Source: an optimization exercise on an open RTL-to-GDS flow (aim: small area, a short achievable clock period and few clock cycles per item). Production flows keep margins and buffers that such runs may drop.
In this exercise RTL edits were held to simulation tests only and were not proved equivalent to the original.

### design/flow/config.mk
export PLATFORM = sky130hd
export DESIGN_NAME = lac_gscale
export DESIGN_NICKNAME = lac_gscale
export VERILOG_FILES = /design/flow/design.v
export SDC_FILE = /design/flow/constraint.sdc
export NUM_CORES = 4
export LEC_CHECK = 0
export CAP_MARGIN = 20
export CORE_MARGIN = 2
export CORE_UTILIZATION = 40
export SLEW_MARGIN = 20
### design/flow/constraint.sdc
create_clock -name core_clock -period 30.0 [get_ports {clk}]
set_input_delay 6.0000 -clock core_clock [delete_from_list [all_inputs] [get_ports {clk}]]
set_output_delay 6.0000 -clock core_clock [all_outputs]
set_load 0.01 [all_outputs]
### design/flow/design.v
module fp32_add (
    input  wire [31:0] a,
    output wire [23:0] pre,
    output wire        rup,
    output wire [7:0]  e0,
    output wire [1:0]  sp
);
    wire        sa = a[31];
    wire [7:0]  ea = a[30:23];
    wire [22:0] fa = a[22:0];
    wire        fz = (fa == 23'd0);
    wire        a_zero = (ea == 8'd0) && fz;
    wire        neg = sa && !a_zero;
    wire a_max = (ea == 8'hFF);
    wire gt_eps = (ea > 8'd117) || ((ea == 8'd117) && !fz);    
    wire eq_eps = (ea == 8'd117) && fz;
    assign sp = (a_max && !fz)          ? 2'd1 :
                (a_max)                 ? (sa ? 2'd1 : 2'd3) :
                (neg && gt_eps)         ? 2'd1 :
                (neg && eq_eps)         ? 2'd2 : 2'd0;
    wire [23:0] m = {ea != 8'd0, fa};
    wire        big = (ea >= 8'd117);
    wire [7:0]  pb = 8'd140 - ea;
    wire [24:0] addend = (ea <= 8'd140) ? (25'd1 << pb[4:0]) :
                         (ea == 8'd141) ? {24'd0, m[0]} : 25'd0;
    wire [24:0] sumb = {1'b0, m} + addend;
    wire [23:0] big_pre = sumb[24] ? sumb[24:1] : sumb[23:0];
    wire        big_rup = sumb[24] & sumb[0] & sumb[1];
    wire [7:0]  big_e = ea + {7'd0, sumb[24]};
    wire [7:0]  ea1 = (ea == 8'd0) ? 8'd1 : ea;
    wire [7:0]  k = 8'd116 - ea1;                  
    wire [27:0] A = {m, 4'b0000};
    wire        kbig = (k >= 8'd28);
    wire [27:0] ash = kbig ? 28'd0 : (A >> k[4:0]);
    wire [27:0] lmask = (28'd1 << k[4:0]) - 28'd1;
    wire        st = kbig ? (m != 24'd0) : ((A & lmask) != 28'd0);
    wire [4:0]  lo = {1'b0, ~ash[3:0]} + {4'd0, !st};
    wire        n_rup = lo[4] | (lo[3] & ((lo[2:0] != 3'd0) | st | ~ash[4]));
    wire        p_rup = ash[4] & ((ash[3:0] != 4'd0) | st | ash[5]);
    wire [23:0] sm_pre = neg ? ~ash[27:4] : {1'b1, ash[27:5]};
    wire        sm_rup = neg ? n_rup : p_rup;
    wire [7:0]  sm_e = neg ? 8'd116 : 8'd117;
    wire        cancel = neg && (ea == 8'd116);
    wire [23:0] d = 24'd0 - m;
    reg  [4:0]  lz;
    integer n;
    always @* begin
        lz = 5'd0;
        for (n = 0; n <= 23; n = n + 1)
            if (d[n]) lz = 5'd23 - n[4:0];
    end
    wire [23:0] dn = d << lz;
    assign pre = cancel ? dn : (big ? big_pre : sm_pre);
    assign rup = cancel ? 1'b0 : (big ? big_rup : sm_rup);
    assign e0  = cancel ? (8'd116 - {3'd0, lz}) : (big ? big_e : sm_e);
endmodule
module lac_gscale (
    input  wire        clk,
    input  wire        rst_n,
    input  wire        in_valid,
    output wire        in_ready,
    input  wire [31:0] in_r0,
    output reg         out_valid,
    input  wire        out_ready,
    output reg  [31:0] out_s
);
    parameter [24:0] SQ_REG = 25'b0010101010100100010001000;
    parameter [13:0] DV_REG = 14'b10101010101010;
    parameter [13:0] DV_MID = 14'b00000000000000;
    localparam [7:0] ES_NAN = 8'hC0, ES_INF = 8'hD0, ES_ZERO = 8'hE0;
    reg  skid_valid;
    reg  [31:0] skid_s;
    wire adv = !skid_valid;
    assign in_ready = adv;
    reg        v0;
    reg [31:0] r0;
    always @(posedge clk) begin
        if (!rst_n) v0 <= 1'b0;
        else if (adv) v0 <= in_valid;
        if (adv) r0 <= in_r0;
    end
    wire [23:0] a_pre;
    wire        a_rup;
    wire [7:0]  a_e;
    wire [1:0]  a_sp;
    fp32_add u_add (.a(r0), .pre(a_pre), .rup(a_rup), .e0(a_e), .sp(a_sp));
    reg        v1;
    reg [23:0] pre1;
    reg        rup1;
    reg [7:0]  e01;
    reg [1:0]  sp1;
    always @(posedge clk) begin
        if (!rst_n) v1 <= 1'b0;
        else if (adv) v1 <= v0;
        if (adv) begin
            pre1 <= a_pre; rup1 <= a_rup; e01 <= a_e; sp1 <= a_sp;
        end
    end
    wire [24:0] rnd1 = {1'b0, pre1} + {24'd0, rup1};
    wire [22:0] f1 = rnd1[22:0];
    wire [7:0]  e1 = e01 + {7'd0, rnd1[24]};
    wire signed [9:0] eq1 = ($signed({2'b0, e1}) - 10'sd127) >>> 1;
    wire [9:0] es_n = 10'sd126 - eq1;
    wire [7:0] es_w = (sp1 == 2'd1) ? ES_NAN : (sp1 == 2'd2) ? ES_INF :
                      (sp1 == 2'd3) ? ES_ZERO : es_n[7:0];
    wire odd1 = ~e1[0];    
    wire [1:0]  top2 = odd1 ? {1'b1, f1[22]} : 2'b01;
    wire [23:0] rest = odd1 ? {f1[21:0], 2'b00} : {f1[22:0], 1'b0};   
    wire [25:0] sq_R   [0:24];
    wire [26:0] sq_rem [0:24];
    wire [23:0] sq_rad [0:24];
    wire        sq_v   [0:24];
    wire [7:0]  sq_es  [0:24];
    assign sq_R[0]   = 26'd1;
    assign sq_rem[0] = {25'd0, top2 - 2'd1};
    assign sq_rad[0] = rest;
    assign sq_v[0]   = v1;
    assign sq_es[0]  = es_w;
    genvar j;
    generate
        for (j = 1; j <= 24; j = j + 1) begin : sq
            wire [1:0]   p      = sq_rad[j-1][23:22];
            wire [j+2:0] rem_sh = {sq_rem[j-1][j:0], p};
            wire [j+1:0] trial  = {sq_R[j-1][j-1:0], 2'b01};
            wire [j+3:0] diff   = {1'b0, rem_sh} - {2'b00, trial};
            wire         b      = ~diff[j+3];
            wire [j+1:0] rem_n  = b ? diff[j+1:0] : rem_sh[j+1:0];
            wire [j:0]   R_n    = {sq_R[j-1][j-1:0], b};
            wire [23:0]  rad_n  = {sq_rad[j-1][21:0], 2'b00};
            if (SQ_REG[j]) begin : r
                reg [j:0]   Rq;
                reg [j+1:0] remq;
                reg         vq;
                reg [7:0]   esq;
                always @(posedge clk) begin
                    if (!rst_n) vq <= 1'b0;
                    else if (adv) vq <= sq_v[j-1];
                    if (adv) begin
                        Rq <= R_n; remq <= rem_n; esq <= sq_es[j-1];
                    end
                end
                if (j < 12) begin : rr
                    reg [23-2*j:0] radr;
                    always @(posedge clk) if (adv) radr <= rad_n[23:2*j];
                    assign sq_rad[j] = {radr, {(2*j){1'b0}}};
                end else begin : rz
                    assign sq_rad[j] = 24'd0;
                end
                assign sq_R[j]   = {{(25-j){1'b0}}, Rq};
                assign sq_rem[j] = {{(25-j){1'b0}}, remq};
                assign sq_v[j]   = vq;
                assign sq_es[j]  = esq;
            end else begin : w
                assign sq_R[j]   = {{(25-j){1'b0}}, R_n};
                assign sq_rem[j] = {{(25-j){1'b0}}, rem_n};
                assign sq_rad[j] = (j < 12) ? rad_n : 24'd0;
                assign sq_v[j]   = sq_v[j-1];
                assign sq_es[j]  = sq_es[j-1];
            end
        end
    endgenerate
    wire [24:0] R = sq_R[24][24:0];
    wire        g = R[0];
    wire        pw_one = (R[23:1] == 23'd0) && !g;     
    function [2:0] srt_sel;    
        input [6:0] y;
        input [2:0] di;
        reg signed [6:0] t2, t1, t0, tm;
        reg signed [6:0] ys;
        begin
            ys = y;
            case (di)
            3'd0: begin t2 = 7'sd12; t1 = 7'sd4; t0 = -7'sd5; tm = -7'sd13; end
            3'd1: begin t2 = 7'sd14; t1 = 7'sd4; t0 = -7'sd5; tm = -7'sd15; end
            3'd2: begin t2 = 7'sd15; t1 = 7'sd4; t0 = -7'sd5; tm = -7'sd16; end
            3'd3: begin t2 = 7'sd16; t1 = 7'sd4; t0 = -7'sd5; tm = -7'sd18; end
            3'd4: begin t2 = 7'sd18; t1 = 7'sd6; t0 = -7'sd6; tm = -7'sd20; end
            3'd5: begin t2 = 7'sd20; t1 = 7'sd6; t0 = -7'sd6; tm = -7'sd20; end
            3'd6: begin t2 = 7'sd20; t1 = 7'sd6; t0 = -7'sd6; tm = -7'sd22; end
            default: begin t2 = 7'sd24; t1 = 7'sd6; t0 = -7'sd7; tm = -7'sd24; end
            endcase
            if (ys >= t2)      srt_sel = 3'b010;
            else if (ys >= t1) srt_sel = 3'b001;
            else if (ys >= t0) srt_sel = 3'b000;
            else if (ys >= tm) srt_sel = 3'b101;
            else               srt_sel = 3'b110;
        end
    endfunction
    wire [24:0] dv_ws [0:13];
    wire [24:0] dv_wc [0:13];
    wire [39:0] dv_q  [0:13];    
    wire [22:0] dv_m  [0:13];
    wire        dv_v  [0:13];
    wire [7:0]  dv_es [0:13];
    wire        dv_g  [0:13];
    assign dv_ws[0] = 25'h0400000;
    assign dv_wc[0] = 25'd0;
    assign dv_q[0]  = 40'd0;
    assign dv_m[0]  = R[23:1];
    assign dv_g[0]  = g;
    assign dv_v[0]  = sq_v[24];
    assign dv_es[0] = sq_es[24] + {7'd0, pw_one};    
    genvar i;
    generate
        for (i = 1; i <= 13; i = i + 1) begin : dv
            wire [6:0]  y  = dv_ws[i-1][24:18] + dv_wc[i-1][24:18];
            wire [2:0]  qs = srt_sel(y, dv_m[i-1][22:20]);
            wire [24:0] ws, wc;
            wire [22:0] m;
            wire [2:0]  qd;
            wire [3*i-4:0] qo;
            wire        vo, go;
            wire [7:0]  eso;
            if (DV_MID[i]) begin : h
                reg [24:0] wsh, wch;
                reg [22:0] mh;
                reg [2:0]  qh;
                reg [3*i-4:0] qoh;
                reg        vh, gh;
                reg [7:0]  esh;
                always @(posedge clk) begin
                    if (!rst_n) vh <= 1'b0;
                    else if (adv) vh <= dv_v[i-1];
                    if (adv) begin
                        wsh <= dv_ws[i-1]; wch <= dv_wc[i-1]; mh <= dv_m[i-1]; qh <= qs;
                        qoh <= dv_q[i-1][3*i-4:0]; esh <= dv_es[i-1]; gh <= dv_g[i-1];
                    end
                end
                assign ws = wsh; assign wc = wch; assign m = mh; assign qd = qh;
                assign qo = qoh; assign vo = vh; assign eso = esh; assign go = gh;
            end else begin : nh
                assign ws = dv_ws[i-1]; assign wc = dv_wc[i-1]; assign m = dv_m[i-1];
                assign qd = qs; assign qo = dv_q[i-1][3*i-4:0]; assign vo = dv_v[i-1];
                assign eso = dv_es[i-1]; assign go = dv_g[i-1];
            end
            wire [23:0] mf = {1'b1, m};
            wire        pos = !qd[2] && (qd[1:0] != 2'd0);
            wire [24:0] x  = qd[1] ? {mf, 1'b0} : (qd[0] ? {1'b0, mf} : 25'd0);
            wire [24:0] c  = pos ? {~x[24:1], ~x[0] & !(qd[1] & go)} : x;
            wire        c0 = pos ? !go : (qd[2] & qd[0] & go);
            wire        c1 = qd[2] & qd[1] & go;
            wire [24:0] a  = {ws[22:0], 2'b00};
            wire [24:0] bb = {wc[22:0], 2'b00};
            wire [24:0] ws_n = a ^ bb ^ c;
            wire [24:0] mj   = (a & bb) | (a & c) | (bb & c);
            wire [24:0] wc_n = {mj[23:1], c1, c0};    
            wire [3*i-1:0] q_n = {qo, qd};
            if (DV_REG[i]) begin : r
                reg [24:0]    wsq, wcq;
                reg [3*i-1:0] qq;
                reg [22:0]    mq;
                reg           vq, gq;
                reg [7:0]     esq;
                always @(posedge clk) begin
                    if (!rst_n) vq <= 1'b0;
                    else if (adv) vq <= vo;
                    if (adv) begin
                        wsq <= ws_n; wcq <= wc_n; qq <= q_n; mq <= m; esq <= eso; gq <= go;
                    end
                end
                assign dv_ws[i] = wsq;
                assign dv_wc[i] = wcq;
                assign dv_q[i]  = {{(40-3*i){1'b0}}, qq};
                assign dv_m[i]  = mq;
                assign dv_v[i]  = vq;
                assign dv_es[i] = esq;
                assign dv_g[i]  = gq;
            end else begin : w
                assign dv_ws[i] = ws_n;
                assign dv_wc[i] = wc_n;
                assign dv_q[i]  = {{(40-3*i){1'b0}}, q_n};
                assign dv_m[i]  = m;
                assign dv_v[i]  = vo;
                assign dv_es[i] = eso;
                assign dv_g[i]  = go;
            end
        end
    endgenerate
    reg  [25:0] qp, qn;
    integer k;
    always @* begin
        for (k = 0; k < 13; k = k + 1) begin
            qp[2*k +: 2] = dv_q[13][3*k+2] ? 2'd0 : dv_q[13][3*k +: 2];
            qn[2*k +: 2] = dv_q[13][3*k+2] ? dv_q[13][3*k +: 2] : 2'd0;
        end
    end
    wire [24:0] wf = dv_ws[13] + dv_wc[13];
    wire        wneg = wf[24];
    wire [25:0] qd_diff = qp - qn;                       
    wire [25:0] q_inc = qd_diff + {25'd0, !wneg};        
    wire [22:0] frac = q_inc[23:1];
    wire [7:0]  es_f = dv_es[13];
    reg  [31:0] s_new;
    always @* begin
        if (es_f[7:6] == 2'b11)
            s_new = (es_f[5:4] == 2'd0) ? 32'h7FC00000 :
                    (es_f[5:4] == 2'd1) ? 32'h7F800000 : 32'h00000000;
        else
            s_new = {1'b0, es_f, frac};
    end
    wire new_v = adv && dv_v[13];
    always @(posedge clk) begin
        if (!rst_n) begin
            out_valid <= 1'b0;
            skid_valid <= 1'b0;
        end else begin
            if (out_valid && out_ready) begin
                if (skid_valid) begin
                    out_s <= skid_s;
                    skid_valid <= 1'b0;
                end else if (new_v) begin
                    out_s <= s_new;
                end else begin
                    out_valid <= 1'b0;
                end
            end else if (!out_valid) begin
                if (new_v) begin
                    out_s <= s_new;
                    out_valid <= 1'b1;
                end
            end else if (new_v) begin
                skid_s <= s_new;
                skid_valid <= 1'b1;
            end
        end
    end
endmodule
### design/flow/run.sh
#!/bin/bash
# synth_recipe.tcl (not shown) runs the flow's synth.tcl, then flattens the netlist and writes it again
# the make line also repeats each setting of config.mk as NAME=value (left out here)
make -C /OpenROAD-flow-scripts/flow DESIGN_CONFIG=/design/flow/config.mk WORK_HOME=/design/flow/orfs CLKGATE_MAP_FILE= SYNTH_SCRIPT=/design/flow/synth_recipe.tcl finish
==> flow_metrics.env, run 1 <==
export IMPL_synth_flop_cell="edfxtp_1"
export IMPL_grt_max_degree=161
export IMPL_vias=58800
export IMPL_rsz0062_at_grt="false"
export IMPL_coreArea_um2=200000
export IMPL_cp_num_cells=33
export IMPL_synth_edf_count=1100
export IMPL_dp_slack_ps=19330
export IMPL_clkTransAtPathRegs_ps=60
export IMPL_period_minus_slack_ps=10770
export IMPL_fillers=18600
export IMPL_final_common_cell="edfxtp_1"
export IMPL_ant_nets=0
export IMPL_fin_ws_ps=19230
export IMPL_start_util_pct=40.3
export IMPL_drt_initial_drc_count=5120
export IMPL_drv_slew=0
export IMPL_critPathTopFamily="simple AND/OR/NAND/NOR gates"
export IMPL_clock_skew_final_ps=52.2
export IMPL_port_buffers=69
export IMPL_placed_cells=9999
export IMPL_worstSetupStartpointType="flop"
export IMPL_reg2regPathDepth=33
export IMPL_whs_ps=375
export IMPL_crit_arrival_ps=11460
export IMPL_num_rows=164
export IMPL_ios=70
export IMPL_outcome="complete, no violations"
export IMPL_die_area_um2=205000
export IMPL_grt_pass1_vias=57300
export IMPL_post_route_util_pct=44.2
export IMPL_finalSetupTns_ps=0
export IMPL_setup_viol_count_final=0
export IMPL_cpMostUsedCell="inv_1"
export IMPL_crit_path_end_kind="flop"
export IMPL_antenna_found_initial=1
export IMPL_place_gp_congestion=0.911
export IMPL_cp_num_buf_inv=7
export IMPL_postSynthAreaPerCell_um2=10.6
export IMPL_nets=8386
export IMPL_viasPerCell=5.74
export IMPL_stdcell_count=10200
export IMPL_clockBufferDepth=3
export IMPL_overflow=0
export IMPL_drive_gt1_share_pct=7.83
export IMPL_crit_fanout=27
export IMPL_ys_seq_area_share_pct=41.4
export IMPL_grt_usage_pct=20.4
export IMPL_ys_ff_latch=1119
export IMPL_synthesis_nets=8524
export IMPL_cp_slowest_stage_delay_ps=790
export IMPL_r2r_slack_ps=19230
export IMPL_dp_hpwl_um=158000
export IMPL_drv_cap=0
export IMPL_areaGrowthSynthToFinish_pct=9.63
export IMPL_ys_warn_count=3
export IMPL_ctsHoldBuffers=0
export IMPL_cts_tree="built"
export IMPL_maxSlewHeadroom_pct=24.7
export IMPL_drtPass1Iterations=6
export IMPL_synth_cell_types=110
export IMPL_min_path_type="flop to flop"
export IMPL_die_y_um=453
export IMPL_drc=0
export IMPL_hold_violations=0
export IMPL_multi_input_area_um2=43700
export IMPL_syn_inst=7618
export IMPL_fp_dieW_um=453
export IMPL_async_flop_share_pct=0
export IMPL_cts_setup_buffers=0
export IMPL_clock_latency_ps=810
export IMPL_htree_num_levels=4
export IMPL_period_share_pct=35.9
export IMPL_insertedDiodeCount=0
export IMPL_drt_total_wl_um=213000
export IMPL_regArea_um2=33400
export IMPL_numCtsBuffers=135
export IMPL_grt_pass1_wl_um=334000
export IMPL_slowest_stage="nand2_1"
export IMPL_whs_path_depth=0
export IMPL_cts_resized_gates=0
export IMPL_wire_per_inst_um=20.8
export IMPL_cts_root_buf="clkbuf_16"
export IMPL_clock_sinks=1119
export IMPL_syn_area_um2=80700
export IMPL_worstSetupPathType="flop to flop"
export IMPL_final_cell_mix="edfxtp_1 (1,100), ha_1 (616), a21oi_1 (555), inv_1 (531)"
export IMPL_cp_required_ps=30690
export IMPL_worst_pin_slew_ps=1130
export IMPL_max_clock_freq_ghz=0.0928
==> worst reg2reg max path: cells and delay by family, from the launching register on <==
family,cells,cell delay [ps]
simple gates,10,3610
fa+ha+maj,6,2230
compound gates,9,1950
buf+inv,7,1750
flops,1,750
xor+xnor,1,370
==> cells in the mapped netlist, types with 139 or more instances <==
master / number / share of area, %
a21o_1: 176 / 1.6
a21oi_1: 557 / 3.5
mux2_2: 139 / 1.9
xor2_1: 168 / 1.8
mux2i_1: 204 / 2.5
fa_1: 253 / 6.3
o21ai_0: 357 / 2.2
clkbuf_1: 310 / 1.4
ha_1: 617 / 9.6
inv_1: 532 / 2.5
xnor2_1: 312 / 3.4
nand2_1: 467 / 2.2
edfxtp_1: 1100 / 41
nor2_1: 468 / 2.2
==> final timing paths <==
| path | to | start |
|---|---|---|
| worst max-delay path | dv[11].r.wsq[3] | dv[9].r.mq[21] |
| worst min-delay path | dv[13].r.qq[25] | dv[11].r.qq[19] |
| worst max register to register | dv[11].r.wsq[3] | dv[9].r.mq[21] |
| worst min register to register | dv[13].r.qq[25] | dv[11].r.qq[19] |
==> metal layers <==
layer | part of all wire (%) | track usage, % | vias to the layer above
met3 | 5.7 | 3.20 | 279
li1 | - | - | 28000
met5 | 0 | 0 | -
met4 | 2.1 | 5.01 | 0
met1 | 45 | 28.3 | 28800
met2 | 47 | 33.2 | 1675
==> logic make-up (layout without fill, tap and decap cells) <==
family / Yosys count / after routing / share of synthesized area, %
XOR/XNOR: 480 / 480 / 5.21
flip-flops: 1119 / 1119 / 41.4
multiplexers: 363 / 363 / 4.97
buffers and inverters: 975 / 948 / 4.65
AND/OR/NAND/NOR: 1684 / 1684 / 9.97
adder cells (fa/ha/maj): 879 / 879 / 15.9
AO/OA/AOI/OAI: 2118 / 2118 / 17.9
==> area by class of cell <==
type                       instances  area share [%]
multi-input combinational       5524            49.4
sequential                      1119            37.7
clock buffer                     162            3.99
tap                             2656            3.75
inverter                         548            2.34
timing repair buffer             152            1.52
clock inverter                    86            1.24
==> state kept, by name, summed over array words and instances, names as in the netlist, 56 cells and up <==
signal     flops
dv.r.esq      56
dv.r.mq      138
dv.r.qq      126
dv.r.wcq     145
dv.r.wsq     175
sq.r.Rq      111
sq.r.esq      64
sq.r.remq    122
==> stage by stage <==
step | area (µm²)
after floorplan | 80700
after global placement | 83800
after detailed placement | 83900
after CTS | 88500
after global routing | 88500
final | 88500
Testbench counts, summed over its fixed seeds: cycles 2,544, items 2,400.
==> inputs of run 2 (changes only) <==
--- a/design/flow/design.v
+++ b/design/flow/design.v
@@ -67,7 +67,8 @@
     parameter [24:0] SQ_REG = 25'b0010101010100100010001000;
     parameter [13:0] DV_REG = 14'b10101010101010;
     parameter [13:0] DV_MID = 14'b00000000000000;
-    localparam [7:0] ES_NAN = 8'hC0, ES_INF = 8'hD0, ES_ZERO = 8'hE0;
+    localparam [6:0] ES_NAN = 7'd0, ES_INF = 7'd1, ES_ZERO = 7'd2;
+    localparam integer CONV = 6;    
     reg  skid_valid;
     reg  [31:0] skid_s;
     wire adv = !skid_valid;
@@ -99,10 +100,9 @@
     wire [24:0] rnd1 = {1'b0, pre1} + {24'd0, rup1};
     wire [22:0] f1 = rnd1[22:0];
     wire [7:0]  e1 = e01 + {7'd0, rnd1[24]};
-    wire signed [9:0] eq1 = ($signed({2'b0, e1}) - 10'sd127) >>> 1;
-    wire [9:0] es_n = 10'sd126 - eq1;
-    wire [7:0] es_w = (sp1 == 2'd1) ? ES_NAN : (sp1 == 2'd2) ? ES_INF :
-                      (sp1 == 2'd3) ? ES_ZERO : es_n[7:0];
+    wire [8:0] t1 = {1'b0, e1} + 9'd1;
+    wire [6:0] es_w = (sp1 == 2'd1) ? ES_NAN : (sp1 == 2'd2) ? ES_INF :
+                      (sp1 == 2'd3) ? ES_ZERO : t1[7:1];
     wire odd1 = ~e1[0];    
     wire [1:0]  top2 = odd1 ? {1'b1, f1[22]} : 2'b01;
     wire [23:0] rest = odd1 ? {f1[21:0], 2'b00} : {f1[22:0], 1'b0};   
@@ -110,7 +110,7 @@
     wire [26:0] sq_rem [0:24];
     wire [23:0] sq_rad [0:24];
     wire        sq_v   [0:24];
-    wire [7:0]  sq_es  [0:24];
+    wire [6:0]  sq_es  [0:24];
     assign sq_R[0]   = 26'd1;
     assign sq_rem[0] = {25'd0, top2 - 2'd1};
     assign sq_rad[0] = rest;
@@ -131,7 +131,7 @@
                 reg [j:0]   Rq;
                 reg [j+1:0] remq;
                 reg         vq;
-                reg [7:0]   esq;
+                reg [6:0]   esq;
                 always @(posedge clk) begin
                     if (!rst_n) vq <= 1'b0;
                     else if (adv) vq <= sq_v[j-1];
@@ -191,7 +191,7 @@
     wire [39:0] dv_q  [0:13];    
     wire [22:0] dv_m  [0:13];
     wire        dv_v  [0:13];
-    wire [7:0]  dv_es [0:13];
+    wire [6:0]  dv_es [0:13];
     wire        dv_g  [0:13];
     assign dv_ws[0] = 25'h0400000;
     assign dv_wc[0] = 25'd0;
@@ -199,38 +199,40 @@
     assign dv_m[0]  = R[23:1];
     assign dv_g[0]  = g;
     assign dv_v[0]  = sq_v[24];
-    assign dv_es[0] = sq_es[24] + {7'd0, pw_one};    
+    assign dv_es[0] = sq_es[24] - {6'd0, pw_one & (sq_es[24][6:2] != 5'd0)};
     genvar i;
     generate
         for (i = 1; i <= 13; i = i + 1) begin : dv
+            localparam integer QW  = (i <= CONV) ? 3*i : 2*CONV + 3*(i-CONV);
+            localparam integer QWP = (i-1 <= CONV) ? 3*(i-1) : 2*CONV + 3*(i-1-CONV);
             wire [6:0]  y  = dv_ws[i-1][24:18] + dv_wc[i-1][24:18];
             wire [2:0]  qs = srt_sel(y, dv_m[i-1][22:20]);
             wire [24:0] ws, wc;
             wire [22:0] m;
             wire [2:0]  qd;
-            wire [3*i-4:0] qo;
+            wire [QWP-1:0] qo;
             wire        vo, go;
-            wire [7:0]  eso;
+            wire [6:0]  eso;
             if (DV_MID[i]) begin : h
                 reg [24:0] wsh, wch;
                 reg [22:0] mh;
                 reg [2:0]  qh;
-                reg [3*i-4:0] qoh;
+                reg [QWP-1:0] qoh;
                 reg        vh, gh;
-                reg [7:0]  esh;
+                reg [6:0]  esh;
                 always @(posedge clk) begin
                     if (!rst_n) vh <= 1'b0;
                     else if (adv) vh <= dv_v[i-1];
                     if (adv) begin
                         wsh <= dv_ws[i-1]; wch <= dv_wc[i-1]; mh <= dv_m[i-1]; qh <= qs;
-                        qoh <= dv_q[i-1][3*i-4:0]; esh <= dv_es[i-1]; gh <= dv_g[i-1];
+                        qoh <= dv_q[i-1][QWP-1:0]; esh <= dv_es[i-1]; gh <= dv_g[i-1];
                     end
                 end
                 assign ws = wsh; assign wc = wch; assign m = mh; assign qd = qh;
                 assign qo = qoh; assign vo = vh; assign eso = esh; assign go = gh;
             end else begin : nh
                 assign ws = dv_ws[i-1]; assign wc = dv_wc[i-1]; assign m = dv_m[i-1];
-                assign qd = qs; assign qo = dv_q[i-1][3*i-4:0]; assign vo = dv_v[i-1];
+                assign qd = qs; assign qo = dv_q[i-1][QWP-1:0]; assign vo = dv_v[i-1];
                 assign eso = dv_es[i-1]; assign go = dv_g[i-1];
             end
             wire [23:0] mf = {1'b1, m};
@@ -244,13 +246,27 @@
             wire [24:0] ws_n = a ^ bb ^ c;
             wire [24:0] mj   = (a & bb) | (a & c) | (bb & c);
             wire [24:0] wc_n = {mj[23:1], c1, c0};    
-            wire [3*i-1:0] q_n = {qo, qd};
+            wire [QW-1:0] q_n;
+            if (i == CONV + 1) begin : cv
+                reg [2*CONV-1:0] cp, cn;
+                integer k;
+                always @* begin
+                    for (k = 0; k < CONV; k = k + 1) begin
+                        cp[2*k +: 2] = qo[3*k+2] ? 2'd0 : qo[3*k +: 2];
+                        cn[2*k +: 2] = qo[3*k+2] ? qo[3*k +: 2] : 2'd0;
+                    end
+                end
+                wire [2*CONV-1:0] bq = cp - cn;    
+                assign q_n = {bq, qd};
+            end else begin : nc
+                assign q_n = {qo, qd};
+            end
             if (DV_REG[i]) begin : r
                 reg [24:0]    wsq, wcq;
-                reg [3*i-1:0] qq;
+                reg [QW-1:0] qq;
                 reg [22:0]    mq;
                 reg           vq, gq;
-                reg [7:0]     esq;
+                reg [6:0]     esq;
                 always @(posedge clk) begin
                     if (!rst_n) vq <= 1'b0;
                     else if (adv) vq <= vo;
@@ -260,7 +276,7 @@
                 end
                 assign dv_ws[i] = wsq;
                 assign dv_wc[i] = wcq;
-                assign dv_q[i]  = {{(40-3*i){1'b0}}, qq};
+                assign dv_q[i]  = {{(40-QW){1'b0}}, qq};
                 assign dv_m[i]  = mq;
                 assign dv_v[i]  = vq;
                 assign dv_es[i] = esq;
@@ -268,7 +284,7 @@
             end else begin : w
                 assign dv_ws[i] = ws_n;
                 assign dv_wc[i] = wc_n;
-                assign dv_q[i]  = {{(40-3*i){1'b0}}, q_n};
+                assign dv_q[i]  = {{(40-QW){1'b0}}, q_n};
                 assign dv_m[i]  = m;
                 assign dv_v[i]  = vo;
                 assign dv_es[i] = eso;
@@ -276,27 +292,31 @@
             end
         end
     endgenerate
-    reg  [25:0] qp, qn;
+    localparam integer ND = 13 - CONV;
+    reg  [2*ND-1:0] qp, qn;
     integer k;
     always @* begin
-        for (k = 0; k < 13; k = k + 1) begin
+        for (k = 0; k < ND; k = k + 1) begin
             qp[2*k +: 2] = dv_q[13][3*k+2] ? 2'd0 : dv_q[13][3*k +: 2];
             qn[2*k +: 2] = dv_q[13][3*k+2] ? dv_q[13][3*k +: 2] : 2'd0;
         end
     end
+    wire [2*CONV-1:0] qb = dv_q[13][3*ND +: 2*CONV];
     wire [24:0] wf = dv_ws[13] + dv_wc[13];
     wire        wneg = wf[24];
-    wire [25:0] qd_diff = qp - qn;                       
+    wire [25:0] qd_diff = {qb, qp} - {{(2*CONV){1'b0}}, qn};    
     wire [25:0] q_inc = qd_diff + {25'd0, !wneg};        
     wire [22:0] frac = q_inc[23:1];
-    wire [7:0]  es_f = dv_es[13];
+    wire [6:0]  es_t = dv_es[13];
+    wire [7:0]  es_f = 8'd190 - {1'b0, es_t};
     reg  [31:0] s_new;
     always @* begin
-        if (es_f[7:6] == 2'b11)
-            s_new = (es_f[5:4] == 2'd0) ? 32'h7FC00000 :
-                    (es_f[5:4] == 2'd1) ? 32'h7F800000 : 32'h00000000;
-        else
-            s_new = {1'b0, es_f, frac};
+        case (es_t)
+        ES_NAN:  s_new = 32'h7FC00000;
+        ES_INF:  s_new = 32'h7F800000;
+        ES_ZERO: s_new = 32'h00000000;
+        default: s_new = {1'b0, es_f, frac};
+        endcase
     end
     wire new_v = adv && dv_v[13];
     always @(posedge clk) begin
==> design/flow/flow/run.sh (new file) <==
#!/bin/bash
# Own flow: the standard layout (standard.sh: the standard synthesis,
# floorplan, placement, CTS, routing and finishing, all unchanged), with
# ORFS's timing repair (floorplan, CTS and global-route repair_timing) asked
# to keep SETUP_SLACK_MARGIN ns of setup slack at the design's clock period.
# The constraints (constraint.sdc) are the design's; only how hard the
# resizer works changes.  make's output goes to layout.log; ORFS writes each
# step's own log under orfs/logs.
set -euo pipefail
export SETUP_SLACK_MARGIN=22.7
bash standard.sh finish > layout.log 2>&1
==> design/flow/standard.sh (new file) <==
#!/bin/bash
# synth_recipe.tcl (not shown) runs the flow's synth.tcl, then flattens the netlist and writes it again
# the make line also repeats each setting of config.mk as NAME=value (left out here)
make -C /OpenROAD-flow-scripts/flow DESIGN_CONFIG=/design/flow/config.mk WORK_HOME=/design/flow/orfs CLKGATE_MAP_FILE= SYNTH_SCRIPT=/design/flow/synth_recipe.tcl "${@:-finish}"
removed: design/flow/run.sh
==> flow_metrics.env, run 2 <==
export IMPL_viasPerCell=5.73
export IMPL_grt_pass1_vias=58600
export IMPL_synthesis_nets=8401
export IMPL_ctsHoldBuffers=0
export IMPL_syn_area_um2=78700
export IMPL_grt_pass1_wl_um=330000
export IMPL_rsz0062_at_grt="true"
export IMPL_syn_inst=7492
export IMPL_cp_slowest_stage_delay_ps=390
export IMPL_port_buffers=69
export IMPL_htree_num_levels=3
export IMPL_clkTransAtPathRegs_ps=60
export IMPL_ys_seq_area_share_pct=41.1
export IMPL_worst_pin_slew_ps=1080
export IMPL_crit_path_end_kind="flop"
export IMPL_async_flop_share_pct=0
export IMPL_synthTopCellsByArea="edfxtp_1 (41%), ha_1 (9.9%), fa_1 (6.4%)"
export IMPL_die_y_um=448
export IMPL_hold_violations=0
export IMPL_clockBufferDepth=3
export IMPL_grt_usage_pct=20.6
export IMPL_max_clock_freq_ghz=0.129
export IMPL_vias=60900
export IMPL_finalSetupTns_ps=0
export IMPL_place_area_um2=82200
export IMPL_wire_per_inst_um=20.8
export IMPL_ys_ff_latch=1084
export IMPL_postSynthAreaPerCell_um2=10.5
export IMPL_synth_top_area_share_pct=40.6
export IMPL_largest_reg_flops=175
export IMPL_min_path_type="flop to flop"
export IMPL_slowest_stage="edfxtp_1"
export IMPL_coreArea_um2=195000
export IMPL_place_gp_congestion=0.879
export IMPL_clock_sinks=1084
export IMPL_num_rows=162
export IMPL_yosys_top_cells_count="edfxtp_1 (1,065), ha_1 (621), nor2_1 (551)"
export IMPL_fp_dieW_um=448
export IMPL_antenna_found_initial=5
export IMPL_drc=0
export IMPL_start_util_pct=40.3
export IMPL_clock_skew_final_ps=35.3
export IMPL_cp_required_ps=30620
export IMPL_ys_warn_count=3
export IMPL_cts_tree="built"
export IMPL_die_area_um2=200000
export IMPL_fin_area_um2=95900
export IMPL_reg_largest_list="dv.r.wsq x175, dv.r.wcq x145, dv.r.mq x138"
export IMPL_cpMostUsedCell="buf_4"
export IMPL_ios=70
export IMPL_drive_gt1_share_pct=23.3
export IMPL_final_cell_mix="edfxtp_1 (1,065), ha_1 (559), nor2_1 (526), inv_1 (498), buf_4 (481)"
export IMPL_worstSetupPathType="flop to flop"
export IMPL_drt_initial_drc_count=5275
export IMPL_synth_edf_count=1065
export IMPL_ant_nets=0
export IMPL_post_synth_top_count_cell="edfxtp_1"
export IMPL_maxSlewHeadroom_pct=27.7
export IMPL_final_common_cell="edfxtp_1"
export IMPL_drtPass1Iterations=7
export IMPL_clock_latency_ps=780
export IMPL_cts_root_buf="clkbuf_16"
export IMPL_outcome="complete, no violations"
export IMPL_period_minus_slack_ps=7770
export IMPL_synth_cell_types=112
export IMPL_numCtsBuffers=119
export IMPL_setup_viol_count_final=0
export IMPL_crit_arrival_ps=8400
export IMPL_nets=8812
export IMPL_top_register="dv.r.wsq"
export IMPL_grt_max_degree=178
export IMPL_dp_hpwl_um=144000
export IMPL_areaGrowthSynthToFinish_pct=21.8
export IMPL_drv_cap=0
export IMPL_period_share_pct=25.9
export IMPL_overflow=0
export IMPL_synth_flop_cell="edfxtp_1"
export IMPL_drv_slew=0
export IMPL_drt_total_wl_um=222000
export IMPL_crit_fanout=7
export IMPL_synth_top_area_cell="edfxtp_1"
export IMPL_worstSetupStartpointType="flop"
## run 2: final timing paths
| check | startpoint | to | slack (ps) | cells past startpoint |
|---|---|---|---|---|
| setup / recovery | sq[7].r.Rq[0] | sq[11].r.remq[8] | 22230 | 39 |
| hold / removal | dv[11].r.qq[1] | dv[13].r.qq[7] | 410 | 0 |
| setup reg to reg | sq[7].r.Rq[0] | sq[11].r.remq[8] | 22230 | 39 |
| hold reg to reg | dv[11].r.qq[1] | dv[13].r.qq[7] | 410 | 0 |
## run 2: area by class of cell
cell class	instances	area [µm²]
repair buffers	666	5960
fillers	17100	99300
diodes	1	2.50
well taps	2624	3280
flip-flops and latches	1084	32400
repair inverters	10	63.8
inverters	547	2210
multi-input cells	5475	48000
clock inverters	82	845
clock buffers	141	3100
## run 2: kinds of logic after synthesis
logic type	share of synthesized area [%]
compound gates	17.7
simple gates	9.79
flops	41.1
buf+inv	4.72
fa+ha+maj	16.4
xor+xnor	4.95
mux	5.37
## run 2: critical path: cells and delay by family (launching register included)
kind | cells | cell delay (ps)
AOI/OAI and AO/OA | 20 | 4100
adders and majority gates | 4 | 1210
buffers and inverters | 8 | 1070
and+or+nand+nor | 6 | 630
DFF | 1 | 390
muxes | 1 | 210
## run 2: per-stage QoR
| stage | hold WS (ps) | util (%) | cells | setup WS (ps) |
|---|---|---|---|---|
| global route | 401 | 49.1 | 10600 | 21920 |
| finish | 411 | 49.1 | 10600 | 22230 |
| CTS | 393 | 46.3 | 10400 | 22290 |
| detailed placement | 405 | 42.1 | 9834 | 20090 |
| global placement | 401 | 42.1 | 9834 | 20230 |
| floorplan | 400 | - | 7492 | 12840 |
## run 2: repair_timing
| action | CTS | global route |
|---|---|---|
| gates cloned | 44 | 26 |
| endpoints found under the hold margin | 0 | 0 |
| pin swaps | 163 | 378 |
| setup endpoints to repair | 536 | 450 |
| buffers inserted | 254 | 248 |
| gates resized for setup | 585 | 653 |
## run 2: routing by layer
layer	global-route usage, %	wire length (µm)	vias to the layer above
met5	0	13	-
met4	6.23	7020	2
met3	2.67	13200	448
met2	34.8	107000	2058
met1	27.5	94600	29900
li1	-	-	28500
Testbench counts of run 2, summed over its fixed seeds: cycles 2,544, items 2,400.
==> inputs of run 3 (changes only) <==
--- a/design/flow/flow/run.sh
+++ b/design/flow/flow/run.sh
@@ -7,5 +7,5 @@
 # resizer works changes.  make's output goes to layout.log; ORFS writes each
 # step's own log under orfs/logs.
 set -euo pipefail
-export SETUP_SLACK_MARGIN=22.7
+export SETUP_SLACK_MARGIN=22
 bash standard.sh finish > layout.log 2>&1
--- a/design/flow/config.mk
+++ b/design/flow/config.mk
@@ -7,5 +7,5 @@
 export LEC_CHECK = 0
 export CAP_MARGIN = 20
 export CORE_MARGIN = 2
-export CORE_UTILIZATION = 40
+export CORE_UTILIZATION = 55
 export SLEW_MARGIN = 20
==> flow_metrics.env, run 3 <==
export IMPL_synth_top_area_share_pct=40.6
export IMPL_vias=58400
export IMPL_setup_viol_count_final=0
export IMPL_drt_total_wl_um=208000
export IMPL_grt_pass1_vias=56800
export IMPL_outcome="complete, no violations"
export IMPL_worst_pin_slew_ps=1230
export IMPL_largest_reg_flops=175
export IMPL_fp_dieW_um=382
export IMPL_htree_num_levels=3
export IMPL_min_path_type="flop to flop"
export IMPL_crit_arrival_ps=1890
export IMPL_postSynthAreaPerCell_um2=10.5
export IMPL_cts_tree="built"
export IMPL_ys_ff_latch=1084
export IMPL_syn_area_um2=78700
export IMPL_clockBufferDepth=3
export IMPL_busiest_layer="met2"
export IMPL_ctsHoldBuffers=0
export IMPL_ios=70
export IMPL_top_register="dv.r.wsq"
export IMPL_use_met2_pct=46.5
export IMPL_dp_hpwl_um=146000
export IMPL_nets=8473
export IMPL_numCtsBuffers=118
export IMPL_hold_violations=0
export IMPL_die_y_um=382
export IMPL_clkTransAtPathRegs_ps=60
export IMPL_areaGrowthSynthToFinish_pct=13.1
export IMPL_grt_pass1_wl_um=322000
export IMPL_port_buffers=69
export IMPL_period_share_pct=26.3
export IMPL_place_gp_congestion=0.944
export IMPL_viasPerCell=6.11
export IMPL_final_common_cell="edfxtp_1"
export IMPL_overflow=0
export IMPL_crit_fanout=2
export IMPL_drtPass1Iterations=6
export IMPL_rsz0062_at_grt="true"
export IMPL_post_synth_top_count_cell="edfxtp_1"
export IMPL_ys_seq_area_share_pct=41.1
export IMPL_die_area_um2=146000
export IMPL_reg_largest_list="dv.r.wsq x175, dv.r.wcq x145, dv.r.mq x138"
export IMPL_coreArea_um2=142000
export IMPL_worstSetupPathType="flop to output port"
export IMPL_final_cell_mix="edfxtp_1 (1,065), ha_1 (598), nor2_1 (540), inv_1 (513), a21oi_1 (471)"
export IMPL_clock_skew_final_ps=75.4
export IMPL_worstSetupStartpointType="flop"
export IMPL_cp_required_ps=24000
export IMPL_place_area_um2=81000
export IMPL_drv_cap=0
export IMPL_synth_flop_cell="edfxtp_1"
export IMPL_crit_path_end_kind="output port"
export IMPL_drv_slew=0
export IMPL_grt_max_degree=185
export IMPL_async_flop_share_pct=0
export IMPL_max_clock_freq_ghz=0.127
export IMPL_synthTopCellsByArea="edfxtp_1 (41%), ha_1 (9.9%), fa_1 (6.4%)"
export IMPL_antenna_found_initial=3
export IMPL_drc=0
export IMPL_finalSetupTns_ps=0
export IMPL_ant_nets=0
export IMPL_insertedDiodeCount=0
export IMPL_fin_area_um2=89000
export IMPL_grt_usage_pct=27.7
export IMPL_cts_root_buf="clkbuf_16"
export IMPL_drive_gt1_share_pct=14.0
export IMPL_met1_usage_pct=38.2
export IMPL_synthesis_nets=8401
export IMPL_met3_usage_pct=2.88
export IMPL_synth_top_area_cell="edfxtp_1"
export IMPL_maxSlewHeadroom_pct=15.8
export IMPL_clock_sinks=1084
export IMPL_synth_cell_types=112
export IMPL_synth_edf_count=1065
export IMPL_syn_inst=7492
export IMPL_yosys_top_cells_count="edfxtp_1 (1,065), ha_1 (621), nor2_1 (551)"
export IMPL_num_rows=138
export IMPL_ys_warn_count=3
export IMPL_clock_latency_ps=760
export IMPL_start_util_pct=55.5
export IMPL_fillers=11500
export IMPL_period_minus_slack_ps=7890
export IMPL_wire_per_inst_um=21.7
export IMPL_drt_initial_drc_count=5047
## run 3: cell types whose count changed in the layout (fill, tap and decap cells not counted), sizes merged, moves of 7 or more
cell           change
buf              -349
clkdlybuf4s50     +34
clkbuf            -13
bufinv            +10
clkinvlp           +8
inv                -8
nand2              -7
## run 3: final timing paths
| kind | start | endpoint | slack (ps) | cells past startpoint |
|---|---|---|---|---|
| setup / recovery | skid_valid | in_ready | 22110 | 3 |
| hold / removal | sq[3].r.rr.radr[6] | sq[7].r.rr.radr[6] | 400 | 0 |
| setup reg to reg | sq[7].r.Rq[2] | sq[11].r.remq[3] | 22140 | 35 |
| hold reg to reg | sq[3].r.rr.radr[6] | sq[7].r.rr.radr[6] | 400 | 0 |
## run 3: routing by layer
metal | share of wire, % | vias up
met2 | 48 | 1733
met4 | 3.0 | 0
li1 | - | 27800
met5 | 0 | -
met3 | 5.2 | 325
met1 | 44 | 28500
## run 3: critical path: stages (launching register included)
cell and delay (ps):
dfxtp_4 350, clkinvlp_4 80, buf_12 140, clkdlybuf4s50_1 540
## run 3: metrics by stage
step	util, %	worst slack [ps]	hold slack (ps)	instances
after floorplan	-	12840	400	7492
after global placement	57.1	19460	400	9102
after detailed placement	57.1	19360	405	9102
after CTS	61.3	21980	388	9436
after global routing	62.8	21850	397	9556
final	62.8	22110	399	9556
## run 3: cells by family (layout without fill, tap and decap cells)
logic type,Yosys count,in the layout,share of synthesized area [%]
compound gates,2077,2081,17.7
simple gates,1634,1650,9.79
mux,403,403,5.37
flops,1084,1084,41.1
fa+ha+maj,881,881,16.4
xor+xnor,444,444,4.95
buf+inv,969,1123,4.72
## run 3: layout make-up
cell class	count	area, µm²	share of cell area (%)
multi-input combinational	5459	44700	50.3
sequential	1084	32400	36.4
timing repair buffer	343	3120	3.51
clock buffer	136	3020	3.39
tap	1890	2360	2.66
inverter	547	2140	2.40
clock inverter	86	1190	1.34
timing repair inverter	11	60.1	0.0675
## run 3: repair_timing
| action | in CTS | in global routing |
|---|---|---|
| pin swaps | 28 | 89 |
| setup endpoints to repair | 410 | 405 |
| gates resized for setup | 177 | 289 |
| cloned | 27 | 10 |
| setup buffers | 85 | 108 |
==> inputs of run 4 (changes only) <==
--- a/design/flow/config.mk
+++ b/design/flow/config.mk
@@ -5,7 +5,8 @@
 export SDC_FILE = /design/flow/constraint.sdc
 export NUM_CORES = 4
 export LEC_CHECK = 0
+export ABC_AREA = 1
 export CAP_MARGIN = 20
 export CORE_MARGIN = 2
-export CORE_UTILIZATION = 55
+export CORE_UTILIZATION = 40
 export SLEW_MARGIN = 20
==> flow_metrics.env, run 4 <==
export IMPL_num_rows=162
export IMPL_clockBufferDepth=3
export IMPL_async_flop_share_pct=0
export IMPL_stdcell_count=11700
export IMPL_worst_pin_slew_ps=1130
export IMPL_drt_initial_drc_count=4694
export IMPL_largest_reg_flops=175
export IMPL_rsz0062_at_grt="false"
export IMPL_fin_ws_ps=22160
export IMPL_final_common_cell="nand2_1"
export IMPL_period_share_pct=26.1
export IMPL_hold_violations=0
export IMPL_grt_max_degree=179
export IMPL_synth_flop_cell="edfxtp_1"
export IMPL_period_minus_slack_ps=7840
export IMPL_r2r_slack_ps=22350
export IMPL_worstSetupPathType="flop to output port"
export IMPL_reg2regPathDepth=33
export IMPL_cp_num_buf_inv=2
export IMPL_clkTransAtPathRegs_ps=60
export IMPL_setup_viol_count_final=0
export IMPL_ys_ff_latch=1084
export IMPL_areaGrowthSynthToFinish_pct=11.8
export IMPL_synth_edf_count=1065
export IMPL_final_cell_mix="nand2_1 (2,155), inv_1 (1,149), edfxtp_1 (1,065), ha_1 (620), o21ai_0 (541)"
export IMPL_drc=0
export IMPL_placed_cells=11300
export IMPL_crit_path_end_kind="output port"
export IMPL_clock_latency_ps=780
export IMPL_r2r_end="dv[7].r.wsq[9]"
export IMPL_post_synth_top_count_cell="nand2_1"
export IMPL_drt_total_wl_um=208000
export IMPL_synth_cell_types=84
export IMPL_antenna_found_initial=4
export IMPL_numCtsBuffers=130
export IMPL_cp_num_cells=2
export IMPL_ys_seq_area_share_pct=41.2
export IMPL_grt_pass1_wl_um=324000
export IMPL_htree_num_levels=4
export IMPL_crit_fanout=64
export IMPL_startpoint="skid_valid"
export IMPL_crit_arrival_ps=1840
export IMPL_die_y_um=447
export IMPL_cp_required_ps=24000
export IMPL_syn_area_um2=78500
export IMPL_die_area_um2=200000
export IMPL_min_path_type="flop to flop"
export IMPL_cts_tree="built"
export IMPL_grt_usage_pct=20.4
export IMPL_critPathTopFamily="buffers and inverters"
export IMPL_finalSetupTns_ps=0
export IMPL_start_util_pct=40.2
export IMPL_worstSetupStartpointType="flop"
export IMPL_dp_hpwl_um=155000
export IMPL_cp_slowest_stage_delay_ps=430
export IMPL_synth_top_area_cell="edfxtp_1"
export IMPL_cp_endpoint="in_ready"
export IMPL_nets=9838
export IMPL_wire_per_inst_um=17.8
export IMPL_ant_nets=0
export IMPL_cts_root_buf="clkbuf_16"
export IMPL_drtPass1Iterations=6
export IMPL_overflow=0
export IMPL_grt_pass1_vias=58900
export IMPL_worstReg2RegStart="dv[5].r.wsq[18]"
export IMPL_clock_sinks=1084
export IMPL_drv_slew=0
export IMPL_yosys_top_cells_count="nand2_1 (2,164), inv_1 (1,158), edfxtp_1 (1,065)"
export IMPL_top_register="dv.r.wsq"
export IMPL_synthesis_nets=9715
export IMPL_maxSlewHeadroom_pct=24.8
export IMPL_synth_top_area_share_pct=40.7
export IMPL_viasPerCell=5.18
export IMPL_postSynthAreaPerCell_um2=8.91
export IMPL_ys_warn_count=3
export IMPL_dp_slack_ps=19710
export IMPL_outcome="complete, no violations"
export IMPL_port_buffers=69
export IMPL_drv_cap=0
export IMPL_vias=60300
export IMPL_slowest_stage="dfxtp_4"
export IMPL_drive_gt1_share_pct=7.19
export IMPL_clock_skew_final_ps=40.4
export IMPL_crit_chain="inv_16, buf_2"
export IMPL_max_clock_freq_ghz=0.128
export IMPL_synthTopCellsByArea="edfxtp_1 (41%), nand2_1 (10%), ha_1 (9.9%)"
export IMPL_ios=70
export IMPL_reg_largest_list="dv.r.wsq x175, dv.r.wcq x145, dv.r.mq x138"
export IMPL_fp_dieW_um=447
export IMPL_syn_inst=8806
export IMPL_place_gp_congestion=0.930
export IMPL_coreArea_um2=195000
## run 4: layout make-up
type	count	area (µm²)
Antenna cell	1	2.50
Clock buffer	153	3400
Clock inverter	82	947
Fill cell	18700	107000
Inverter	1226	4700
Multi-Input combinational cell	6290	41100
Sequential cell	1084	32400
Tap cell	2624	3280
Timing Repair Buffer	191	1890
Timing Repair inverter	6	41.3
## run 4: routing by layer
layer  vias to the layer above  part of all wire [%]  wire length (µm)  GRT usage [%]
met5                         -                0.0063                13              0
met4                         2                   2.9              6080           6.26
met3                       316                   4.9             10300           2.55
met2                      1559                    48             99300           34.7
met1                     28600                    44             91900           27.1
li1                      29800                     -                 -              -
## run 4: stage by stage
| step | hold WS [ps] | utilization (%) | cell area, µm² |
|---|---|---|---|
| global route | 420 | 45.0 | 87700 |
| CTS | 406 | 44.4 | 86600 |
| detailed placement | 405 | 41.9 | 81700 |
| floorplan | 400 | - | 78500 |
| finish | 410 | 45.0 | 87700 |
| global placement | 401 | 41.9 | 81700 |
## run 4: kinds of logic (layout without fill, tap and decap cells)
logic type	Yosys count	after routing	share of synthesized area, %
buf+inv	1448	1658	7.27
fa+ha+maj	873	873	16.3
other cells	0	1	0
simple gates	3340	3352	17.9
mux	8	8	0.102
flops	1084	1084	41.2
compound gates	1512	1516	11.0
xor+xnor	541	541	6.13
## run 4: worst min-delay path by stage
stage | from | endpoint | slack (ps) | cells after the start
after global placement | dv[7].r.qq[8] | dv[10].qo[14] | 400 | 0
after CTS | dv[7].r.qq[2] | dv[10].qo[8] | 410 | 0
after detailed placement | dv[7].r.qq[5] | dv[10].qo[11] | 400 | 0
after floorplan | dv[7].r.qq[4] | dv[10].qo[10] | 400 | 0
after global routing | dv[9].r.esq[2] | dv[11].r.esq[2] | 420 | 0
final | dv[3].r.qq[1] | dv[5].r.qq[7] | 410 | 0
## run 4: repair_timing
action / CTS / global route
cloned: 15 / 9
hold buffers: 0 / 0
pin swaps: 14 / 26
buffers inserted: 13 / 67
setup endpoints to repair: 291 / 338
gates resized for setup: 68 / 107
==> inputs of run 5 (changes only) <==
--- a/design/flow/config.mk
+++ b/design/flow/config.mk
@@ -5,7 +5,6 @@
 export SDC_FILE = /design/flow/constraint.sdc
 export NUM_CORES = 4
 export LEC_CHECK = 0
-export ABC_AREA = 1
 export CAP_MARGIN = 20
 export CORE_MARGIN = 2
 export CORE_UTILIZATION = 40
==> flow_metrics.env, run 5 <==
export IMPL_crit_path_end_kind="flop"
export IMPL_min_path_type="flop to flop"
export IMPL_grt_pass1_wl_um=316000
export IMPL_drtPass1Iterations=6
export IMPL_clock_latency_ps=790
export IMPL_maxSlewHeadroom_pct=22.2
export IMPL_start_util_pct=40.3
export IMPL_areaGrowthSynthToFinish_pct=13.7
export IMPL_clockBufferDepth=3
export IMPL_hold_start="sq[7].r.esq[0]"
export IMPL_nets=8473
export IMPL_dp_hpwl_um=142000
export IMPL_top_register="dv.r.wsq"
export IMPL_syn_area_um2=78700
export IMPL_cp_slowest_stage_delay_ps=420
export IMPL_synth_top_area_share_pct=40.6
export IMPL_crit_arrival_ps=8380
export IMPL_drive_gt1_share_pct=13.4
export IMPL_largest_reg_flops=175
export IMPL_drv_slew=0
export IMPL_worstSetupPathType="flop to flop"
export IMPL_drt_total_wl_um=206000
export IMPL_cpMostUsedCell="ha_4"
export IMPL_max_clock_freq_ghz=0.127
export IMPL_hold_violations=0
export IMPL_viasPerCell=5.66
export IMPL_cts_tree="built"
export IMPL_synthTopCellsByArea="edfxtp_1 (41%), ha_1 (9.9%), fa_1 (6.4%)"
export IMPL_worst_pin_slew_ps=1140
export IMPL_clkTransAtPathRegs_ps=60
export IMPL_yosys_top_cells_count="edfxtp_1 (1,065), ha_1 (621), nor2_1 (551)"
export IMPL_place_gp_congestion=0.888
export IMPL_period_share_pct=26.2
export IMPL_grt_usage_pct=19.7
export IMPL_grt_max_degree=183
export IMPL_num_rows=162
export IMPL_cts_root_buf="clkbuf_16"
export IMPL_post_synth_top_count_cell="edfxtp_1"
export IMPL_period_minus_slack_ps=7860
export IMPL_ys_ff_latch=1084
export IMPL_postSynthAreaPerCell_um2=10.5
export IMPL_crit_fanout=6
export IMPL_ios=70
export IMPL_ys_warn_count=3
export IMPL_synth_flop_cell="edfxtp_1"
export IMPL_htree_num_levels=3
export IMPL_port_buffers=69
export IMPL_ys_seq_area_share_pct=41.1
export IMPL_setup_viol_count_final=0
export IMPL_antenna_found_initial=2
export IMPL_worstSetupStartpointType="flop"
export IMPL_cp_required_ps=30520
export IMPL_wire_per_inst_um=20.0
export IMPL_async_flop_share_pct=0
export IMPL_startpoint="sq[7].r.Rq[3]"
export IMPL_clock_skew_final_ps=39.3
export IMPL_finalSetupTns_ps=0
export IMPL_synthesis_nets=8401
export IMPL_drc=0
export IMPL_drt_initial_drc_count=4742
export IMPL_worstReg2RegStart="sq[7].r.Rq[3]"
export IMPL_coreArea_um2=195000
export IMPL_numCtsBuffers=118
export IMPL_final_common_cell="edfxtp_1"
export IMPL_drv_cap=0
export IMPL_r2r_slack_ps=22140
export IMPL_synth_edf_count=1065
export IMPL_synth_cell_types=112
export IMPL_outcome="complete, no violations"
export IMPL_rsz0062_at_grt="true"
export IMPL_overflow=0
export IMPL_reg_largest_list="dv.r.wsq x175, dv.r.wcq x145, dv.r.mq x138"
export IMPL_fp_dieW_um=448
export IMPL_syn_inst=7492
export IMPL_grt_pass1_vias=56600
export IMPL_die_area_um2=200000
export IMPL_post_route_util_pct=45.8
export IMPL_vias=58200
export IMPL_slowest_stage="edfxtp_1"
export IMPL_final_cell_mix="edfxtp_1 (1,065), ha_1 (601), nor2_1 (538), inv_1 (516), a21oi_1 (479)"
export IMPL_synth_top_area_cell="edfxtp_1"
export IMPL_ant_nets=0
export IMPL_whs_ps=402
export IMPL_clock_sinks=1084
export IMPL_die_y_um=448
-- run 5: cell count changes after synthesis, moves of 135 or more --
| cell | change |
|---|---|
| o21ai_0 | -204 |
| mux2i_1 | +246 |
| inv_1 | -619 |
| mux2_2 | +146 |
| nand3_1 | -279 |
| nand2_1 | -1753 |
| clkbuf_1 | +238 |
| a22oi_1 | +135 |
| xor2_1 | -204 |
-- run 5: critical path, delay by kind of cell, from the launching register on --
family | cells | cell delay (ps)
AO/OA/AOI/OAI | 18 | 3560
adder cells (fa/ha/maj) | 4 | 1280
buffers and inverters | 5 | 730
flip-flops | 1 | 420
multiplexers | 2 | 600
AND/OR/NAND/NOR | 8 | 970
-- run 5: timing repair --
action | in CTS | in global routing
hold endpoints to repair | 0 | 0
hold buffers | 0 | 0
pin swaps | 36 | 87
resized for setup | 160 | 270
setup endpoints to repair | 404 | 397
buffers inserted | 81 | 105
cloned | 24 | 17
-- run 5: kinds of logic (layout without fill, tap and decap cells) --
group,after synthesis,after routing,share of synthesized area [%]
compound gates,2077,2085,17.7
xor+xnor,444,444,4.95
fa+ha+maj,881,881,16.4
buf+inv,969,1111,4.72
flops,1084,1084,41.1
mux,403,403,5.37
other cells,0,2,0
simple gates,1634,1650,9.79
-- run 5: layout make-up --
cell class / count / area [µm²]
diodes: 2 / 5.00
clock buffers: 138 / 3030
clock inverters: 76 / 916
fillers: 18000 / 106000
inverters: 547 / 2130
multi-input cells: 5463 / 44600
flip-flops and latches: 1084 / 32400
well taps: 2624 / 3280
repair buffers: 341 / 3130
repair inverters: 9 / 50.0
-- run 5: path summary, 6_finish.rpt --
| check | end | depth (start not counted) |
|---|---|---|
| max | sq[11].r.remq[3] | 37 |
| min | sq[11].r.esq[0] | 0 |
| max reg2reg | sq[11].r.remq[3] | 37 |
| min reg2reg | sq[11].r.esq[0] | 0 |
-- run 5: metal layers --
layer,vias up,share of wire (%),global-route usage (%)
met5,-,0,0
li1,27800,-,-
met3,338,5.1,2.31
met1,28500,44,26.4
met2,1573,48,33.3
met4,0,2.7,5.73
-- run 5: metrics by stage --
step	std cells	cell area [µm²]	setup WS [ps]
5_1_grt	10300	89500	21890
2_1_floorplan	7492	78900	12840
6_report	10300	89500	22140
3_5_place_dp	9840	81900	19270
4_1_cts	10200	87300	21990
3_3_place_gp	9840	81900	19400
==> inputs of run 6 (changes only) <==
--- a/design/flow/config.mk
+++ b/design/flow/config.mk
@@ -8,4 +8,6 @@
 export CAP_MARGIN = 20
 export CORE_MARGIN = 2
 export CORE_UTILIZATION = 40
+export CTS_BUF_LIST = sky130_fd_sc_hd__clkbuf_8
+export CTS_CLUSTER_SIZE = 30
 export SLEW_MARGIN = 20
==> flow_metrics.env, run 6 <==
export IMPL_reg_largest_list="dv.r.wsq x175, dv.r.wcq x145, dv.r.mq x138"
export IMPL_yosys_top_cells_count="edfxtp_1 (1,065), ha_1 (621), nor2_1 (551)"
export IMPL_cp_num_buf_inv=1
export IMPL_antenna_found_initial=3
export IMPL_synth_edf_count=1065
export IMPL_largest_reg_flops=175
export IMPL_ctsHoldBuffers=0
export IMPL_worstReg2RegStart="dv[5].r.wsq[18]"
export IMPL_overflow=0
export IMPL_min_to="dv[7].r.esq[5]"
export IMPL_crit_chain="clkdlybuf4s50_1"
export IMPL_cp_required_ps=24000
export IMPL_hold_start="dv[5].r.esq[5]"
export IMPL_synthesis_nets=8401
export IMPL_cp_slowest_stage_delay_ps=610
export IMPL_drv_slew=0
export IMPL_dp_slack_ps=19270
export IMPL_reg2regPathDepth=26
export IMPL_ys_warn_count=3
export IMPL_cts_root_buf="clkbuf_8"
export IMPL_final_common_cell="edfxtp_1"
export IMPL_start_util_pct=40.3
export IMPL_clock_latency_ps=960
export IMPL_drv_cap=0
export IMPL_fin_ws_ps=22110
export IMPL_rsz0062_at_grt="true"
export IMPL_multi_input_area_um2=44600
export IMPL_dp_hpwl_um=142000
export IMPL_synthTopCellsByArea="edfxtp_1 (41%), ha_1 (9.9%), fa_1 (6.4%)"
export IMPL_max_clock_freq_ghz=0.127
export IMPL_drc=0
export IMPL_clock_sinks=1084
export IMPL_busiest_layer="met2"
export IMPL_top_register="dv.r.wsq"
export IMPL_r2r_end="dv[7].r.wsq[7]"
export IMPL_final_cell_mix="edfxtp_1 (1,065), ha_1 (603), inv_1 (574), nor2_1 (539), a21oi_1 (472)"
export IMPL_synth_cell_types=112
export IMPL_numCtsBuffers=190
export IMPL_min_path_type="flop to flop"
export IMPL_period_share_pct=26.3
export IMPL_hold_violations=0
export IMPL_worstSetupPathType="flop to output port"
export IMPL_worst_pin_slew_ps=1150
export IMPL_regArea_um2=32400
export IMPL_crit_fanout=2
export IMPL_period_minus_slack_ps=7890
export IMPL_fillers=18100
export IMPL_ys_ff_latch=1084
export IMPL_maxSlewHeadroom_pct=21.4
export IMPL_drt_initial_drc_count=4814
export IMPL_areaGrowthSynthToFinish_pct=13.3
export IMPL_wire_per_inst_um=19.8
export IMPL_fp_dieW_um=448
export IMPL_synth_flop_cell="edfxtp_1"
export IMPL_setup_viol_count_final=0
export IMPL_synth_top_area_share_pct=40.6
export IMPL_synth_top_area_cell="edfxtp_1"
export IMPL_ant_nets=0
export IMPL_die_area_um2=200000
export IMPL_placed_cells=9840
export IMPL_drt_total_wl_um=206000
export IMPL_startpoint="out_s[5]"
export IMPL_finalSetupTns_ps=0
export IMPL_drtPass1Iterations=6
export IMPL_async_flop_share_pct=0
export IMPL_syn_inst=7492
export IMPL_htree_num_levels=4
export IMPL_num_rows=162
export IMPL_grt_usage_pct=19.8
export IMPL_grt_pass1_wl_um=318000
export IMPL_vias=58700
export IMPL_cts_tree="built"
export IMPL_die_y_um=448
export IMPL_worstSetupStartpointType="flop"
export IMPL_met1_usage_pct=26.4
export IMPL_clockBufferDepth=3
export IMPL_grt_max_degree=183
export IMPL_clock_skew_final_ps=66.9
export IMPL_post_synth_top_count_cell="edfxtp_1"
export IMPL_drive_gt1_share_pct=14.1
export IMPL_stdcell_count=10400
export IMPL_crit_path_end_kind="output port"
export IMPL_whs_path_depth=0
export IMPL_met3_usage_pct=2.76
export IMPL_clkTransAtPathRegs_ps=60
export IMPL_port_buffers=69
export IMPL_outcome="complete, no violations"
export IMPL_use_met2_pct=33.3
export IMPL_ios=70
export IMPL_r2r_slack_ps=22210
export IMPL_place_gp_congestion=0.888
export IMPL_crit_arrival_ps=1890
export IMPL_critPathTopFamily="buffers and inverters"
export IMPL_grt_pass1_vias=57200
export IMPL_nets=8539
export IMPL_fin_area_um2=89200
export IMPL_coreArea_um2=195000
export IMPL_viasPerCell=5.64
export IMPL_place_area_um2=81900
export IMPL_ys_seq_area_share_pct=41.1
export IMPL_syn_area_um2=78700
export IMPL_postSynthAreaPerCell_um2=10.5
export IMPL_slowest_stage="clkdlybuf4s50_1"
[run 6: per-stage QoR]
stage | utilization, % | hold slack [ps]
after CTS | 44.6 | 372
after global routing | 45.7 | 399
after detailed placement | 42.0 | 405
final | 45.7 | 383
after global placement | 42.0 | 401
after floorplan | - | 400
[run 6: area by class of cell]
class,count,share of cell area [%]
timing repair inverter,9,0.0561
antenna,5,0.0140
timing repair buffer,338,3.49
multi-input combinational,5460,50.0
sequential,1084,36.3
tap,2624,3.68
clock buffer,191,2.95
inverter,547,2.38
clock inverter,151,1.13
[run 6: logic make-up (layout without fill, tap and decap cells)]
group | Yosys count | in the layout | synth area share (%)
XOR/XNOR | 444 | 444 | 4.95
other | 0 | 5 | 0
flip-flops | 1084 | 1084 | 41.1
AND/OR/NAND/NOR | 1634 | 1647 | 9.79
multiplexers | 403 | 403 | 5.37
adder cells (fa/ha/maj) | 881 | 881 | 16.4
buffers and inverters | 969 | 1236 | 4.72
AO/OA/AOI/OAI | 2077 | 2085 | 17.7
[run 6: worst max-delay path by stage]
| stage | to | cells after the start | slack [ps] |
|---|---|---|---|
| after floorplan | in_ready | 1 | 12840 |
| after global placement | dv[9].r.wsq[3] | 34 | 19400 |
| after detailed placement | dv[9].r.wsq[12] | 33 | 19270 |
| after CTS | dv[9].r.wsq[12] | 32 | 21990 |
| after global routing | sq[11].r.remq[3] | 34 | 21890 |
| final | out_s[5] | 1 | 22110 |
[run 6: routing by layer]
metal,vias up,wire [µm]
li1,28000,-
met3,371,11000
met4,0,5590
met2,1706,99600
met5,-,0
met1,28700,90000
[run 6: timing repair]
action | in CTS | in global routing
setup endpoints to repair | 406 | 397
buffers inserted | 83 | 99
gates cloned | 24 | 15
gates resized for setup | 165 | 283
pin swaps | 31 | 70

[separate check: timing with driven ports]
In the flow no input, the clock included, has a driving cell. The finished layouts below were timed again as built, in two steps. Step 1 assumes that a clkbuf_16 drives the clock port and a buf_2 every other input. Step 2, shift: input delay + t, output delay - t, t = (earliest + latest rising clock arrival at the registers) / 2. This alone moves slack from input paths to output paths. Three values: ideal ports, drivers, drivers and shift; two values: the first two.
run | t, ns | slack for setup (ns) | worst setup path at the end | pins driven straight from the clock port
run 1 | 0.867 | 19.229 / 19.229 / 19.229 | register to register | 1
run 2 | 0.843 | 22.226 / 22.226 / 21.994 | input to register | 1
run 3 | 0.804 | 22.106 / 22.029 / 21.636 | input to register | 1
run 4 | 0.843 | 22.159 / 22.075 / 21.728 | input to register | 1
run 5 | 0.848 | 22.141 / 22.084 / 21.558 | input to register | 1
run 6 | 1.010 | 22.110 / 22.030 / 21.525 | input to register | 1
After both steps every run listed still meets setup and hold. For run 6, which loses most, drivers alone change the setup slack by -0.080 ns; drivers and shift together by -0.585 ns.
